This is an optimization exercise on Yosys and OpenROAD, whose aim is small area, a short achievable clock period and few clock cycles per item, not a production implementation. No activity file was given, so power comes from the tool's default toggle rates.

==> flow/design.v <==
module ptouch_rast (
    input  wire        clk,
    input  wire        rst,         
    input  wire [1:0]  cfg_fmt,     
    input  wire [9:0]  cfg_wd,      
    input  wire [9:0]  cfg_pd,      
    input  wire [9:0]  cfg_tp,      
    input  wire [9:0]  cfg_rm,      
    input  wire        in_valid,
    output wire        in_ready,
    input  wire [31:0] in_pix,      
    output wire        out_valid,
    input  wire        out_ready,
    output wire [7:0]  out_data,
    output wire        out_last
);
    localparam integer DEPTH = 6;           
    reg fgray, pd_nz;
    always @(posedge clk) begin
        fgray <= (cfg_fmt == 2'd0);
        pd_nz <= (cfg_pd != 10'd0);
    end
    reg        in_ready_r;
    reg  [9:0] A, B;
    reg  [8:0] C;
    reg  [2:0] iph;       
    reg        fb;        
    reg        cs;        
    wire fire = in_valid && in_ready_r;
    wire [10:0] ab   = {1'b0, A} - {1'b0, B} - 11'd2;
    wire row_pre     = !ab[10];
    wire row_band    = !row_pre && (B != 10'd0);
    wire row_last    = !row_pre && ((C == 9'd0 && A == 10'd1) || (C == 9'd1 && A == 10'd0));
    wire row_lb      = row_band && (B == 10'd1);
    wire row_sb      = row_band && (fb || iph == 3'd0);    
    reg  [9:0] A_n, B_n;
    reg  [8:0] C_n;
    reg  [2:0] iph_n;
    reg        fb_n;
    always @(*) begin
        A_n = A; B_n = B; C_n = C; iph_n = iph; fb_n = fb;
        if (row_last) begin
            A_n = cfg_wd; B_n = cfg_pd; C_n = 9'd0; iph_n = cfg_rm[2:0]; fb_n = 1'b1;
        end else if (row_pre) begin
            A_n = A - 10'd2; C_n = C + 9'd1;
        end else if (row_band) begin
            A_n = A - 10'd1; B_n = B - 10'd1; iph_n = iph + 3'd1; fb_n = 1'b0;
        end else if (C != 9'd0) begin
            C_n = C - 9'd1;
        end else begin
            A_n = A - 10'd1;
        end
    end
    always @(posedge clk) begin
        if (rst) begin
            A <= cfg_wd; B <= cfg_pd; C <= 9'd0; iph <= cfg_rm[2:0]; fb <= 1'b1;
            cs <= 1'b1;
        end else if (fire) begin
            A <= A_n; B <= B_n; C <= C_n; iph <= iph_n; fb <= fb_n;
            cs <= row_last;
        end
    end
    wire       a_one = (cfg_fmt != 2'd2);
    wire       a_lo  = !in_pix[7];
    wire [6:0] a6_in = a_one ? 7'h7f : (a_lo ? 7'd0 : in_pix[6:0]);
    wire [8:0] a3_in = {2'd0, in_pix[6:0]} + {1'd0, in_pix[6:0], 1'b0};
    reg [23:0] p0;        
    reg [6:0]  a60;       
    reg [8:0]  t30;       
    reg        v0, lb0;
    always @(posedge clk) begin
        p0  <= in_pix[31:8];
        a60 <= a6_in;
        t30 <= a_one ? 9'd381 : (a_lo ? 9'd0 : a3_in);
        v0  <= !rst && fire && row_band;
        lb0 <= row_lb;
    end
    wire [9:0] m1 = {3'b001, a60};
    wire [9:0] m2 = {2'b01, a60, 1'b0};
    wire [9:0] m3 = {1'b0, t30} + 10'd384;
    function [9:0] msel(input [1:0] d);
        msel = (d == 2'd0) ? 10'd0 : (d == 2'd1) ? m1 : (d == 2'd2) ? m2 : m3;
    endfunction
    function [15:0] mul(input [7:0] c);
        mul = {6'd0, msel(c[1:0])} + {4'd0, msel(c[3:2]), 2'd0}
            + {2'd0, msel(c[5:4]), 4'd0} + {msel(c[7:6]), 6'd0};
    endfunction
    wire [15:0] xr = mul(p0[23:16]);
    wire [15:0] xg = mul(p0[15:8]);
    wire [15:0] xb = mul(p0[7:0]);
    wire [8:0] er  = {1'b0, xr[15:8]} + {1'b0, xr[7:0]} + 9'd1;
    wire [8:0] eg  = {1'b0, xg[15:8]} + {1'b0, xg[7:0]} + 9'd1;
    wire [8:0] eb  = {1'b0, xb[15:8]} + {1'b0, xb[7:0]} + 9'd1;
    reg  [7:0] hr1, hg1, hb1;
    reg  [2:0] e1;
    reg  [8:0] t31;
    reg        gb1, v1, lb1;
    always @(posedge clk) begin
        hr1 <= xr[15:8];
        hg1 <= xg[15:8];
        hb1 <= xb[15:8];
        e1  <= {er[8], eg[8], eb[8]};
        t31 <= t30;
        gb1 <= (p0[23:16] < 8'd127);
        v1  <= !rst && v0;
        lb1 <= lb0;
    end
    wire [10:0] d  = {3'd0, hr1} + {3'd0, hg1} + {3'd0, hb1}
                   + {10'd0, e1[2]} + {10'd0, e1[1]} + {10'd0, e1[0]}
                   + {2'b11, ~t31} + 11'd1;
    wire       pbit = fgray ? gb1 : d[10];
    reg  [2:0] ph;        
    reg  [7:0] sh;
    reg        pushq, pushl;
    wire [7:0] bitv = {7'd0, pbit} << (3'd7 - ph);
    always @(posedge clk) begin
        if (rst) begin
            ph    <= cfg_rm[2:0];
            sh    <= 8'd0;
            pushq <= 1'b0;
            pushl <= 1'b0;
        end else begin
            pushq <= 1'b0;
            if (v1) begin
                sh    <= pushq ? bitv : (sh | bitv);
                pushq <= (ph == 3'd7) || lb1;
                pushl <= lb1;
                ph    <= lb1 ? cfg_rm[2:0] : ph + 3'd1;
            end else if (pushq) begin
                sh <= 8'd0;
            end
        end
    end
    reg [8:0] fm [0:DEPTH-1];
    reg [2:0] wp, rp;
    reg [2:0] fcnt;
    wire      fne  = (fcnt != 3'd0);
    wire [8:0] head = fm[rp];
    always @(posedge clk) begin
        if (pushq) fm[wp] <= {pushl, sh};
    end
    reg       ov, ol;
    reg [7:0] ob;
    reg [6:0] L, T;       
    reg       bdone;      
    reg [1:0] pend;       
    reg [2:0] nb;         
    assign out_valid = ov;
    assign out_data  = ob;
    assign out_last  = ol;
    assign in_ready  = in_ready_r;
    wire emit_zero = (L != 7'd0) || !pd_nz || bdone;
    wire go0       = (pend != 2'd0) && (emit_zero || fne);    
    wire ld        = !ov || out_ready;                         
    wire go        = go0 && ld;
    wire pop       = go && !emit_zero;
    wire line_end  = go && (T == 7'd1);
    function irdy(input f, input l);
        reg [2:0] nbx;
        reg [1:0] pdx;
        reg       csx;
        begin
            nbx  = nb + {2'd0, f && row_sb} - {2'd0, l && go0 && !emit_zero};
            pdx  = pend + {1'b0, f && cs} - {1'b0, l && go0 && (T == 7'd1)};
            csx  = f ? row_last : cs;
            irdy = (nbx != DEPTH) && !(csx && pdx == 2'd2);
        end
    endfunction
    wire ir00 = irdy(1'b0, 1'b0);
    wire ir01 = irdy(1'b0, 1'b1);
    wire ir10 = irdy(1'b1, 1'b0);
    wire ir11 = irdy(1'b1, 1'b1);
    wire pop1  = go0 && !emit_zero;              
    wire lend1 = go0 && (T == 7'd1);             
    wire [2:0] fcnt_0 = fcnt + {2'd0, pushq};
    wire [2:0] fcnt_1 = fcnt + {2'd0, pushq} - {2'd0, pop1};
    wire [1:0] pend_00 = pend;
    wire [1:0] pend_01 = pend - {1'b0, lend1};
    wire [1:0] pend_10 = pend + {1'b0, cs};
    wire [1:0] pend_11 = pend + {1'b0, cs} - {1'b0, lend1};
    wire [2:0] nb_00 = nb;
    wire [2:0] nb_01 = nb - {2'd0, pop1};
    wire [2:0] nb_10 = nb + {2'd0, row_sb};
    wire [2:0] nb_11 = nb + {2'd0, row_sb} - {2'd0, pop1};
    wire ir_n = fire ? (ld ? ir11 : ir10) : (ld ? ir01 : ir00);
    always @(posedge clk) begin
        if (rst) begin
            ov    <= 1'b0;
            ol    <= 1'b0;
            ob    <= 8'd0;
            L     <= cfg_rm[9:3];
            T     <= cfg_tp[9:3];
            bdone <= 1'b0;
            pend  <= 2'd0;
            nb    <= 3'd0;
            wp    <= 3'd0;
            rp    <= 3'd0;
            fcnt  <= 3'd0;
            in_ready_r <= 1'b1;
        end else begin
            if (ov && out_ready) ov <= 1'b0;
            if (go) begin
                ov <= 1'b1;
                ob <= emit_zero ? 8'd0 : head[7:0];
                ol <= (T == 7'd1);
                if (L != 7'd0) L <= L - 7'd1;
                if (pop && head[8]) bdone <= 1'b1;
                if (T == 7'd1) begin
                    L     <= cfg_rm[9:3];
                    T     <= cfg_tp[9:3];
                    bdone <= 1'b0;
                end else begin
                    T <= T - 7'd1;
                end
            end
            if (pushq) wp <= (wp == DEPTH - 1) ? 3'd0 : wp + 3'd1;
            if (pop)   rp <= (rp == DEPTH - 1) ? 3'd0 : rp + 3'd1;
            fcnt <= ld ? fcnt_1 : fcnt_0;
            pend <= fire ? (ld ? pend_11 : pend_10) : (ld ? pend_01 : pend_00);
            nb   <= fire ? (ld ? nb_11 : nb_10) : (ld ? nb_01 : nb_00);
            in_ready_r <= ir_n;
        end
    end
endmodule
clock: 28.0 ns
lec_check: 0
cap_margin: 20
core_margin: 2
core_utilization: 40
slew_margin: 20
run.sh (not shown) runs the stock make flow with config.mk's settings and CLKGATE_MAP_FILE= SYNTH_SCRIPT=/design/flow/synth_recipe.tcl, a recipe that flattens the netlist after the stock synthesis.
Change:
--- a/flow/design.v
+++ b/flow/design.v
@@ -19,8 +19,10 @@
     always @(posedge clk) begin
         fgray <= (cfg_fmt == 2'd0);
         pd_nz <= (cfg_pd != 10'd0);
     end
+    reg        rst_q;
+    always @(posedge clk) rst_q <= rst;
     reg        in_ready_r;
     reg  [9:0] A, B;
     reg  [8:0] C;
     reg  [2:0] iph;       
@@ -51,9 +53,9 @@
             A_n = A - 10'd1;
         end
     end
     always @(posedge clk) begin
-        if (rst) begin
+        if (rst_q) begin
             A <= cfg_wd; B <= cfg_pd; C <= 9'd0; iph <= cfg_rm[2:0]; fb <= 1'b1;
             cs <= 1'b1;
         end else if (fire) begin
             A <= A_n; B <= B_n; C <= C_n; iph <= iph_n; fb <= fb_n;
@@ -62,22 +64,20 @@
     end
     wire       a_one = (cfg_fmt != 2'd2);
     wire       a_lo  = !in_pix[7];
     wire [6:0] a6_in = a_one ? 7'h7f : (a_lo ? 7'd0 : in_pix[6:0]);
-    wire [8:0] a3_in = {2'd0, in_pix[6:0]} + {1'd0, in_pix[6:0], 1'b0};
     reg [23:0] p0;        
     reg [6:0]  a60;       
-    reg [8:0]  t30;       
     reg        v0, lb0;
     always @(posedge clk) begin
         p0  <= in_pix[31:8];
         a60 <= a6_in;
-        t30 <= a_one ? 9'd381 : (a_lo ? 9'd0 : a3_in);
-        v0  <= !rst && fire && row_band;
+        v0  <= !rst_q && fire && row_band;
         lb0 <= row_lb;
     end
     wire [9:0] m1 = {3'b001, a60};
     wire [9:0] m2 = {2'b01, a60, 1'b0};
+    wire [8:0] t30 = {2'd0, a60} + {1'd0, a60, 1'b0};     
     wire [9:0] m3 = {1'b0, t30} + 10'd384;
     function [9:0] msel(input [1:0] d);
         msel = (d == 2'd0) ? 10'd0 : (d == 2'd1) ? m1 : (d == 2'd2) ? m2 : m3;
     endfunction
@@ -101,9 +101,9 @@
         hb1 <= xb[15:8];
         e1  <= {er[8], eg[8], eb[8]};
         t31 <= t30;
         gb1 <= (p0[23:16] < 8'd127);
-        v1  <= !rst && v0;
+        v1  <= !rst_q && v0;
         lb1 <= lb0;
     end
     wire [10:0] d  = {3'd0, hr1} + {3'd0, hg1} + {3'd0, hb1}
                    + {10'd0, e1[2]} + {10'd0, e1[1]} + {10'd0, e1[0]}
@@ -113,9 +113,9 @@
     reg  [7:0] sh;
     reg        pushq, pushl;
     wire [7:0] bitv = {7'd0, pbit} << (3'd7 - ph);
     always @(posedge clk) begin
-        if (rst) begin
+        if (rst_q) begin
             ph    <= cfg_rm[2:0];
             sh    <= 8'd0;
             pushq <= 1'b0;
             pushl <= 1'b0;
@@ -183,10 +183,9 @@
     wire [2:0] nb_10 = nb + {2'd0, row_sb};
     wire [2:0] nb_11 = nb + {2'd0, row_sb} - {2'd0, pop1};
     wire ir_n = fire ? (ld ? ir11 : ir10) : (ld ? ir01 : ir00);
     always @(posedge clk) begin
-        if (rst) begin
-            ov    <= 1'b0;
+        if (rst_q) begin
             ol    <= 1'b0;
             ob    <= 8'd0;
             L     <= cfg_rm[9:3];
             T     <= cfg_tp[9:3];
@@ -195,13 +194,10 @@
             nb    <= 3'd0;
             wp    <= 3'd0;
             rp    <= 3'd0;
             fcnt  <= 3'd0;
-            in_ready_r <= 1'b1;
-        end else begin
-            if (ov && out_ready) ov <= 1'b0;
+        end else begin
             if (go) begin
-                ov <= 1'b1;
                 ob <= emit_zero ? 8'd0 : head[7:0];
                 ol <= (T == 7'd1);
                 if (L != 7'd0) L <= L - 7'd1;
                 if (pop && head[8]) bdone <= 1'b1;
@@ -217,8 +213,17 @@
             if (pop)   rp <= (rp == DEPTH - 1) ? 3'd0 : rp + 3'd1;
             fcnt <= ld ? fcnt_1 : fcnt_0;
             pend <= fire ? (ld ? pend_11 : pend_10) : (ld ? pend_01 : pend_00);
             nb   <= fire ? (ld ? nb_11 : nb_10) : (ld ? nb_01 : nb_00);
+        end
+    end
+    always @(posedge clk) begin
+        if (rst || rst_q) begin
+            ov         <= 1'b0;
+            in_ready_r <= !rst;
+        end else begin
+            if (ov && out_ready) ov <= 1'b0;
+            if (go) ov <= 1'b1;
             in_ready_r <= ir_n;
         end
     end
 endmodule
Total power fell by a little under a tenth.
Count of clock-buffer cells in the layout rose by 1.
Global-route usage fell by 0.18 points.
Worst hold slack got worse by 0.0041 ns.
Setup slack improved by 0.091 ns.
Combinational power fell by roughly a tenth.
No run of this note included a check of the RTL's function; only the layout flow was run.

-- static timing again, ports no longer ideal --
No port has a modelled driver above. Below, the same layouts with a new extraction and two added sets of constraints.
Step 1 sets driving cells, clkbuf_16 on the clock port and buf_2 on the other inputs (assumed; they add their load-dependent delay and slew).
Step 2, shift: input delay + t, output delay - t, t = (earliest + latest rising clock arrival at the registers) / 2. This alone moves slack from input paths to output paths.
a / b / c = ideal ports / drivers / drivers and shift; a / b = the first two.
run | t, ns | setup WS [ns] | worst setup path after step 2 | worst register clock-pin slew, ns | worst data-port slew with drivers (ns)
the first run | 0.613 | 20.194 / 20.217 / 19.604 | input to register | 0.06 / 0.06 | 0.05
the second run | 0.595 | 20.284 / 20.284 / 20.284 | register to register | 0.06 / 0.06 | 0.04
After both steps every run listed still meets setup and hold. For the first run, which loses most, drivers alone change the setup slack by +0.023 ns; drivers and shift together by -0.590 ns.
